What follows belongs to an exercise in optimizing a design on an open flow for small area and a short achievable clock period; a production flow would make more cautious choices.
Only simulation tests tie the RTL to the original design; equivalence was not proved.
Power and IR drop assume default switching activity.

`flow/run.sh`:
```
#!/bin/bash
# synth_recipe.tcl (not shown) runs the flow's synth.tcl, then flattens the netlist and writes it again
# the make line also repeats each setting of config.mk as NAME=value (left out here)
make -C /OpenROAD-flow-scripts/flow DESIGN_CONFIG=/design/flow/config.mk WORK_HOME=/design/flow/orfs CLKGATE_MAP_FILE= SYNTH_SCRIPT=/design/flow/synth_recipe.tcl finish
```
`flow/config.mk`:
```
export PLATFORM = sky130hd
export DESIGN_NAME = fdc_read
export DESIGN_NICKNAME = fdc_read
export VERILOG_FILES = /design/flow/design.v
export SDC_FILE = /design/flow/constraint.sdc
export NUM_CORES = 4
export LEC_CHECK = 0
export CAP_MARGIN = 20
export CORE_MARGIN = 2
export CORE_UTILIZATION = 40
export SLEW_MARGIN = 20
```
`flow/constraint.sdc`:
```
create_clock -name core_clock -period 7.0 [get_ports {clk}]
set_input_delay 1.4000 -clock core_clock [delete_from_list [all_inputs] [get_ports {clk}]]
set_output_delay 1.4000 -clock core_clock [all_outputs]
set_load 0.01 [all_outputs]
```
`flow/design.v`:
```
module fdc_pll (
    input  wire clk,
    input  wire rst,
    input  wire start,       
    input  wire step,        
    input  wire flux,        
    output reg  bit_valid,   
    output reg  bit_value    
);
    localparam [7:0] INC_RESET = 8'd146;
    localparam [7:0] INC_MIN   = 8'd134;
    localparam [7:0] INC_MAX   = 8'd159;
    localparam [11:0] RATE_FAST = 12'd258;
    localparam [11:0] RATE_SLOW = 12'd34;
    reg [11:0] counter;
    reg [7:0]  increment;
    reg [1:0]  history;
    reg [7:0]  phase_add, phase_sub, freq_add, freq_sub;
    reg [4:0]  slot;
    reg        latch_valid;
    reg [11:0] latch_phase;
    reg        lat_v_n;
    reg [11:0] lat_p_n;
    reg [11:0] addend;
    reg [11:0] counter_sum;
    reg [7:0]  inc_n;
    reg        in_window;
    reg [2:0]  slot_idx;
    always @* begin
        lat_v_n = latch_valid;
        lat_p_n = latch_phase;
        if (!latch_valid && flux) begin
            lat_v_n = 1'b1;
            lat_p_n = counter;
        end
        in_window = (slot < 5'd8);
        slot_idx  = slot[2:0];
        if (in_window && phase_add[slot_idx])
            addend = RATE_FAST;
        else if (in_window && phase_sub[slot_idx])
            addend = RATE_SLOW;
        else
            addend = {4'd0, increment};
        counter_sum = counter + addend;
        inc_n = increment;
        if (in_window) begin
            if (freq_add[slot_idx] && increment < INC_MAX)
                inc_n = increment + 8'd1;
            else if (freq_sub[slot_idx] && increment > INC_MIN)
                inc_n = increment - 8'd1;
        end
        bit_valid = step && counter_sum[11];
        bit_value = lat_v_n;
    end
    wire [2:0] cell_off = lat_p_n[10:8];
    wire       way      = lat_p_n[10];
    reg  [7:0] pha_v, phs_v, fra_v, frs_v;
    always @* begin
        case (cell_off)
            3'd0: pha_v = 8'h0F;
            3'd1: pha_v = 8'h07;
            3'd2: pha_v = 8'h03;
            3'd3: pha_v = 8'h01;
            default: pha_v = 8'h00;
        endcase
        case (cell_off)
            3'd4: phs_v = 8'h01;
            3'd5: phs_v = 8'h03;
            3'd6: phs_v = 8'h07;
            3'd7: phs_v = 8'h0F;
            default: phs_v = 8'h00;
        endcase
        case (history)
            2'd0: case (cell_off)
                      3'd0: fra_v = 8'h0F;
                      3'd1: fra_v = 8'h07;
                      3'd2: fra_v = 8'h03;
                      3'd3: fra_v = 8'h01;
                      default: fra_v = 8'h00;
                  endcase
            2'd1, 2'd2: case (cell_off)
                      3'd0: fra_v = 8'h07;
                      3'd1: fra_v = 8'h03;
                      3'd2: fra_v = 8'h01;
                      default: fra_v = 8'h00;
                  endcase
            default: fra_v = 8'h00;
        endcase
        case (history)
            2'd0: frs_v = 8'h00;
            2'd1, 2'd2: case (cell_off)
                      3'd5: frs_v = 8'h01;
                      3'd6: frs_v = 8'h03;
                      3'd7: frs_v = 8'h07;
                      default: frs_v = 8'h00;
                  endcase
            default: case (cell_off)
                      3'd4: frs_v = 8'h01;
                      3'd5: frs_v = 8'h03;
                      3'd6: frs_v = 8'h07;
                      3'd7: frs_v = 8'h0F;
                      default: frs_v = 8'h00;
                  endcase
        endcase
    end
    always @(posedge clk) begin
        if (rst || start) begin
            counter     <= 12'd0;
            increment   <= INC_RESET;
            history     <= 2'd0;
            phase_add   <= 8'd0;
            phase_sub   <= 8'd0;
            freq_add    <= 8'd0;
            freq_sub    <= 8'd0;
            slot        <= 5'd0;
            latch_valid <= 1'b0;
            latch_phase <= 12'd0;
        end else if (step) begin
            increment <= inc_n;
            if (counter_sum[11]) begin
                if (lat_v_n) begin
                    phase_add <= pha_v;
                    phase_sub <= phs_v;
                    freq_add  <= fra_v;
                    freq_sub  <= frs_v;
                    history   <= {way, history[1]};
                end else begin
                    phase_add <= 8'd0;
                    phase_sub <= 8'd0;
                    freq_add  <= 8'd0;
                    freq_sub  <= 8'd0;
                end
                counter     <= {1'b0, counter_sum[10:0]};
                slot        <= 5'd0;
                latch_valid <= 1'b0;
            end else begin
                counter     <= counter_sum;
                slot        <= slot + 5'd1;
                latch_valid <= lat_v_n;
                latch_phase <= lat_p_n;
            end
        end
    end
endmodule
module fdc_live (
    input  wire        clk,
    input  wire        rst,
    input  wire        start,         
    input  wire        bit_valid,     
    input  wire        bit_value,
    input  wire [15:0] sync_pattern,
    input  wire        dma_on_sync,   
    input  wire        dma_waiting,   
    input  wire        status_rd,     
    output reg         sp_match,      
    output reg         sp_sync_start, 
    output reg         sp_byte,       
    output wire [7:0]  sp_byte_value,
    output reg         st_sync,       
    output reg         st_ready,      
    output reg  [7:0]  st_data        
);
    reg [15:0] shift;
    reg [3:0]  bit_count;
    reg [15:0] shift_n;
    reg [3:0]  count_n;
    reg        match;
    reg        due;
    reg [3:0]  count_sp;
    assign sp_byte_value = shift_n[7:0];
    always @* begin
        shift_n       = {shift[14:0], bit_value};
        count_n       = bit_count + 4'd1;
        match         = (shift_n == sync_pattern);
        due           = (count_n == 4'd8) || (st_sync ? !match : match);
        sp_match      = 1'b0;
        sp_sync_start = 1'b0;
        sp_byte       = 1'b0;
        count_sp      = count_n;
        if (bit_valid && due) begin
            if (match) begin
                sp_match = 1'b1;
                if (dma_on_sync && dma_waiting) begin
                    sp_sync_start = 1'b1;
                    count_sp      = 4'd0;
                end
            end
            if (count_sp == 4'd8) begin
                sp_byte  = 1'b1;
                count_sp = 4'd0;
            end
        end
    end
    always @(posedge clk) begin
        if (rst) begin
            shift     <= 16'd0;
            bit_count <= 4'd0;
            st_sync   <= 1'b0;
            st_ready  <= 1'b0;
            st_data   <= 8'd0;
        end else begin
            if (start) begin
                shift     <= 16'd0;
                bit_count <= 4'd0;
            end else if (bit_valid) begin
                shift     <= shift_n;
                bit_count <= count_sp;
                if (due)
                    st_sync <= match;
            end
            if (sp_byte) begin
                st_data  <= sp_byte_value;
                st_ready <= 1'b1;
            end else if (status_rd) begin
                st_ready <= 1'b0;
            end
        end
    end
endmodule
module fdc_dma (
    input  wire        clk,
    input  wire        rst,
    input  wire        sp_sync_start,
    input  wire        sp_byte,
    input  wire [7:0]  sp_byte_value,
    input  wire        wr_en,
    input  wire [2:0]  wr_port,
    input  wire [15:0] wr_data,
    output wire [15:0] sync_pattern,
    output wire        dma_on_sync,
    output wire        dma_waiting,
    output wire        dma_active,
    output reg         mem_we,
    output reg  [31:0] mem_addr,
    output reg  [15:0] mem_wdata,
    output reg         irq_done
);
    localparam [2:0] P_LEN = 3'd0, P_SYNC = 3'd1, P_CTL = 3'd2, P_DMAEN = 3'd3,
                     P_PTRH = 3'd5, P_PTRL = 3'd6;
    localparam [1:0] S_IDLE = 2'd0, S_WAIT = 2'd1, S_BYTE0 = 2'd2, S_BYTE1 = 2'd3;
    reg [15:0] len, len_pending, sync_r, ctl, dmaen;
    reg [31:0] ptr;
    reg [1:0]  state;
    reg [15:0] dma_word;
    assign sync_pattern = sync_r;
    assign dma_on_sync  = ctl[10];
    assign dma_waiting  = (state == S_WAIT);
    assign dma_active   = (state != S_IDLE);
    reg [1:0]  state_s;
    reg [31:0] ptr_s;
    reg [15:0] len_s;
    reg [15:0] word_s;
    reg        word_done;
    reg        xfer_done;
    always @* begin
        state_s   = state;
        ptr_s     = ptr;
        len_s     = len;
        word_s    = dma_word;
        word_done = 1'b0;
        xfer_done = 1'b0;
        if (sp_sync_start)
            state_s = S_BYTE0;
        if (sp_byte) begin
            case (state_s)
                S_BYTE0: begin
                    word_s  = {sp_byte_value, 8'd0};
                    state_s = S_BYTE1;
                end
                S_BYTE1: begin
                    word_s    = dma_word | {8'd0, sp_byte_value};
                    word_done = 1'b1;
                    ptr_s     = ptr + 32'd2;
                    len_s     = {len[15:14], len[13:0] - 14'd1};
                    if (len_s[13:0] == 14'd0) begin
                        state_s   = S_IDLE;
                        xfer_done = 1'b1;
                    end else begin
                        state_s   = S_BYTE0;
                    end
                end
                default: ;
            endcase
        end
    end
    reg        port_ok;
    reg [15:0] len_w, pend_w, sync_w, ctl_w, dmaen_w;
    reg [31:0] ptr_w;
    reg [1:0]  state_w;
    reg        enabled;
    always @* begin
        len_w   = len_s;
        pend_w  = len_pending;
        sync_w  = sync_r;
        ctl_w   = ctl;
        dmaen_w = dmaen;
        ptr_w   = ptr_s;
        state_w = state_s;
        port_ok = 1'b0;
        if (wr_en) begin
            port_ok = 1'b1;
            case (wr_port)
                P_LEN: begin
                    if (!wr_data[15] || wr_data == len_pending)
                        len_w = wr_data;
                    pend_w = wr_data;
                end
                P_SYNC:  sync_w = wr_data;
                P_CTL:   ctl_w = wr_data;
                P_DMAEN: dmaen_w = wr_data;
                P_PTRH:  ptr_w = {wr_data, ptr_s[15:0]};
                P_PTRL:  ptr_w = {ptr_s[31:16], wr_data};
                default: port_ok = 1'b0;    
            endcase
        end
        enabled = len_w[15] && dmaen_w[9] && dmaen_w[4];
        if (port_ok) begin
            if (enabled && len_w[13:0] != 14'd0) begin
                if (state_s == S_IDLE)
                    state_w = ctl_w[10] ? S_WAIT : S_BYTE0;
            end else begin
                state_w = S_IDLE;
            end
        end
    end
    always @(posedge clk) begin
        if (rst) begin
            len         <= 16'd0;
            len_pending <= 16'd0;
            sync_r      <= 16'd0;
            ctl         <= 16'd0;
            dmaen       <= 16'd0;
            ptr         <= 32'd0;
            state       <= S_IDLE;
            dma_word    <= 16'd0;
            mem_we      <= 1'b0;
            mem_addr    <= 32'd0;
            mem_wdata   <= 16'd0;
            irq_done    <= 1'b0;
        end else begin
            len         <= len_w;
            len_pending <= pend_w;
            sync_r      <= sync_w;
            ctl         <= ctl_w;
            dmaen       <= dmaen_w;
            ptr         <= ptr_w;
            state       <= state_w;
            dma_word    <= word_s;
            mem_we      <= word_done;
            if (word_done) begin
                mem_addr  <= ptr;
                mem_wdata <= word_s;
            end
            irq_done    <= xfer_done;
        end
    end
endmodule
module fdc_read (
    input  wire        clk,
    input  wire        rst,           
    input  wire        drive_active,  
    input  wire        flux,          
    input  wire        wr_en,         
    input  wire [2:0]  wr_port,
    input  wire [15:0] wr_data,
    input  wire        rd_en,         
    output wire [15:0] status,        
    output wire        mem_we,
    output wire [31:0] mem_addr,
    output wire [15:0] mem_wdata,
    output reg         irq_sync,
    output wire        irq_done
);
    reg running;    
    wire start = drive_active && !running;
    wire        bit_valid, bit_value;
    wire [15:0] sync_pattern;
    wire        dma_on_sync, dma_waiting, dma_active;
    wire        sp_match, sp_sync_start, sp_byte;
    wire [7:0]  sp_byte_value;
    wire        st_sync, st_ready;
    wire [7:0]  st_data;
    always @(posedge clk) begin
        if (rst) begin
            running  <= drive_active;
            irq_sync <= 1'b0;
        end else begin
            running  <= drive_active;
            irq_sync <= sp_match;
        end
    end
    fdc_pll u_pll (
        .clk(clk), .rst(rst), .start(start), .step(running), .flux(flux),
        .bit_valid(bit_valid), .bit_value(bit_value)
    );
    fdc_live u_live (
        .clk(clk), .rst(rst), .start(start),
        .bit_valid(bit_valid), .bit_value(bit_value),
        .sync_pattern(sync_pattern), .dma_on_sync(dma_on_sync), .dma_waiting(dma_waiting),
        .status_rd(rd_en && running),
        .sp_match(sp_match), .sp_sync_start(sp_sync_start), .sp_byte(sp_byte),
        .sp_byte_value(sp_byte_value),
        .st_sync(st_sync), .st_ready(st_ready), .st_data(st_data)
    );
    fdc_dma u_dma (
        .clk(clk), .rst(rst),
        .sp_sync_start(sp_sync_start), .sp_byte(sp_byte), .sp_byte_value(sp_byte_value),
        .wr_en(wr_en), .wr_port(wr_port), .wr_data(wr_data),
        .sync_pattern(sync_pattern), .dma_on_sync(dma_on_sync),
        .dma_waiting(dma_waiting), .dma_active(dma_active),
        .mem_we(mem_we), .mem_addr(mem_addr), .mem_wdata(mem_wdata), .irq_done(irq_done)
    );
    assign status = running ? {st_ready, dma_active, 1'b0, st_sync, 4'd0, st_data} : 16'd0;
endmodule
```
==> run notes <==
how the worst min path moves through the flow:
| stage | end | depth (start not counted) |
|---|---|---|
| 2_1_floorplan | u_pll.freq_sub[3] | 2 |
| 3_3_place_gp | u_dma.mem_addr[24] | 2 |
| 3_5_place_dp | u_dma.mem_addr[4] | 2 |
| 4_1_cts | u_dma.mem_addr[24] | 2 |
| 5_1_grt | u_dma.mem_addr[7] | 2 |
| 6_report | u_dma.mem_addr[24] | 2 |
cell usage after synthesis (5+ instances only):
| cell type | number |
|---|---|
| nor2_1 | 162 |
| nand2b_1 | 6 |
| nand3_1 | 38 |
| or3_1 | 6 |
| nand4_1 | 14 |
| a21oi_1 | 154 |
| a22oi_1 | 6 |
| a31oi_1 | 5 |
| a311oi_1 | 5 |
| xor2_1 | 54 |
| buf_1 | 6 |
| and3_1 | 11 |
| buf_4 | 6 |
| ha_1 | 26 |
| nor2b_1 | 8 |
| and2_1 | 18 |
| nor4_1 | 13 |
| dfxtp_1 | 227 |
| a211oi_1 | 53 |
| inv_1 | 20 |
| clkbuf_1 | 79 |
| a21o_1 | 6 |
| o211ai_1 | 5 |
| nor3_1 | 20 |
| xnor2_1 | 34 |
| nand2_1 | 228 |
| o21ai_0 | 27 |
| mux2i_1 | 22 |
cells by family (layout without fill, tap and decap cells):
logic type | count (synthesis) | in the layout | synth area share [%]
and+or+nand+nor | 550 | 550 | 22.8
AOI/OAI and AO/OA | 297 | 297 | 17.0
DFF | 227 | 227 | 42.1
buffers and inverters | 116 | 165 | 4.29
xor gates and xnor gates | 88 | 88 | 7.14
muxes | 29 | 29 | 3.19
adders and majority gates | 28 | 28 | 3.39
other | 1 | 5 | 0.0348
routing by layer:
| layer | share of wire, % | up-vias |
|---|---|---|
| li1 | - | 4666 |
| met1 | 48 | 4312 |
| met2 | 45 | 221 |
| met3 | 4.6 | 52 |
| met4 | 2.8 | 0 |
| met5 | 0 | - |
final cells by class:
class                           instances  area [um2]  area share (%)
Tap cell                              341         427            3.36
Sequential cell                       227        4540            35.8
Clock buffer                           36         779            6.13
Inverter                               21        78.8           0.620
Clock inverter                         12         118           0.925
Timing Repair Buffer                   96         941            7.40
Multi-Input combinational cell        997        5820            45.8
power groups by stage:
stage	registers [uW]	clock network, uW	logic, uW
finish	1330	1410	155
CTS	1330	1430	155
global placement	1360	0	153
global route	1330	1490	170
detailed placement	1360	0	154
floorplan	1350	0	110
flip-flops by register name (all words and copies together) (netlist names), 5 cells and up:
| register | flops |
|---|---|
| u_dma.dma_word | 16 |
| u_dma.len | 15 |
| u_dma.len_pending | 16 |
| u_dma.mem_addr | 32 |
| u_dma.mem_wdata | 16 |
| u_dma.ptr | 32 |
| u_dma.sync_r | 16 |
| u_live.shift | 15 |
| u_live.st_data | 8 |
| u_pll.counter | 11 |
| u_pll.increment | 8 |
| u_pll.slot | 5 |
stage by stage:
stage                     utilization, %  instance area (um2)
final                               47.6                12700
after global routing                47.6                12700
after global placement              44.1                11800
after CTS                           47.5                12700
after floorplan                        -                10800
after detailed placement            44.2                11800
worst reg2reg max path: cells and delay by family (launching register included):
kind                     cells  cell delay, ns
AO/OA/AOI/OAI                6            2.17
AND/OR/NAND/NOR              5            1.58
adder cells (fa/ha/maj)      1            0.20
flip-flops                   1            0.54
multiplexers                 1            0.57
==> metrics.cfg <==
[global_routing]
grt_overflow = 0
grt_start_max_net_pins = 84
busiest_layer = met2
grtUsageMet3_pct = 2.99
grtUsageTotal_pct = 20.1
grt.met2_usage_pct = 32.8
grt_pass1_wl_um = 46800
antenna_found_initial = 0
globalRouteMet1Util_pct = 27.3
grt_pass1_vias = 8788

[pwr]
power.switching_uw = 673
irDropWorstVdd_mv = 0.203
sequentialPowerShare_pct = 46.0
pwr-share-clk_pct = 48.7
power_frac_comb_pct = 5.4
swShare_pct = 23.3
total_power_uw = 2890
cellPowerDensity_mw_per_mm2 = 227
p_int_uw = 2220
leakagePower_uw = 0.00458

[critical_path]
crit_arrival_ns = 5.56
crit_cells = 13
worstReg2RegEnd = u_dma.mem_wdata[8]
criticalPathCategory = flip-flop to flip-flop
r2r.worst_path.cells = 13
critPathMaxFanout = 21
path_delay_family = compound AO/OA/AOI/OAI gates
crit_top_cell = o21ai_0
end_kind = flip-flop
setup.worst_path.start = u_pll.slot[0]
cp_slowest_cell = o2111a_1
cp_cell_sequence = mux4_2 > and3b_1 > nor2_1 > and2_1 > ha_1 > o21ai_0 > nor3_1 > o211a_1 > o2111a_1 > o21ai_2 > nor3_2 > o21ai_0 > a21oi_1
critPathMaxStageDelay_ns = 0.77
critical_path.endpoint = u_dma.mem_wdata[8]
worst_r2r_startpoint = u_pll.slot[0]
cp-start-kind = flip-flop
rrSetupSlack_ns = 1.89
cp.required_ns = 7.45
path_buf_inv = 0

[finish]
fillers = 2656
syn2layout_area_growth_pct = 17.8
nNetsFinal = 1423
final_common_cell = nand2_1
mostFrequentLayoutCells = nand2_1 (228), dfxtp_1 (227), nor2_1 (161), a21oi_1 (154), clkdlybuf4s50_1 (85)
diodes = 0
drive_gt1_share_pct = 6.12
layout.cells.non_filler = 1730

[cts]
clock_path_buffers = 3
cts.sinks = 227
cts_resized = 0
root_buffer = clkbuf_16
cts.clk_slew.worst_paths_ns = 0.06
h-tree-depth = 1
post_cts.repair.setup_buffers = 0
cts_tree = yes
numCtsBuffers = 27
clk_latency_ns = 0.53
postCtsHoldBufs = 0

[placement]
portBuffers = 86
place_inst = 1681
gp_congestion = 0.850
hpwl_um = 19200
dp_slack_ns = 1.80

[synthesis]
synth-seq-area-share_pct = 42.1
yosys_warnings = 4
async_reset_ff_share_pct = 0
netlist_area_mm2 = 0.0108
ys_seq_elements = 227
synth_ff_type = dfxtp_1
syn_avg_cell_area_um2 = 8.07
syn_inst = 1336
synth-edff-count = 0
synth_top_area_share_pct = 42.1
synth_cell_type_count = 70
synth_top_cell_by_area = dfxtp_1
synth.top_cells.by_area = dfxtp_1 (42%), nand2_1 (7.9%), a21oi_1 (7.1%)

[sta]
finalCriticalPeriod_ns = 5.11
rsz0062_at_grt = false
setup-violations-final = 0
post-route-period-util_pct = 73.0
hold_ws_ns = 0.453
worst_slack_ns = 1.89
finalClockSkew_ns = 0.0115
tightest_slew_ns = 1.03
max_freq_mhz = 196
slew_violations = 0
fin_setup_tns_ns = 0
final_hold_viol_count = 0
relSlewSlack_pct = 31.4

[hold_path]
worst_hold_path_type = flip-flop to flip-flop
holdCritStartpoint = u_dma.mem_addr[24]

[drt]
vias = 9251
ant_nets = 0
drt_wl_total_um = 28800
dr.pass1.iters = 5
vias_per_cell = 5.35
remaining_drc_errors = 0
routedWlPerCell_um = 16.7
drt-initial-drc-count = 574

[die]
rows = 60
die_height_um = 168
start_util_pct = 40.4
die-area_mm2 = 0.0283
pin_count = 92
core_area_mm2 = 0.0267
die_w_um = 168

[run_status]
run_status = complete, no violations

[flow_run]
timing.max_cap.violations = 0

afterwards: timing with drivers on the ports:
How much do the figures lean on ideal ports? The routed layout below was timed once more, with nothing changed but the port constraints. Step 1: set_driving_cell puts a clkbuf_16 on clk and a buf_2 on each other input, an assumption about the parent block. Step 2 moves the port delays by t, midway between the first and last clock arrival at a register: inputs arrive t later, outputs are due t later. That takes back most of the time a late clock gives input paths. Three values: ideal ports, drivers, drivers and shift; two values: the first two.
t, ns: 0.571
setup WS [ns]: 1.887 / 1.887 / 1.716
worst setup path after step 2: input to register
After both steps this run still meets setup and hold. The setup slack of this run moves by 0.000 ns with the drivers and by -0.171 ns with both steps.
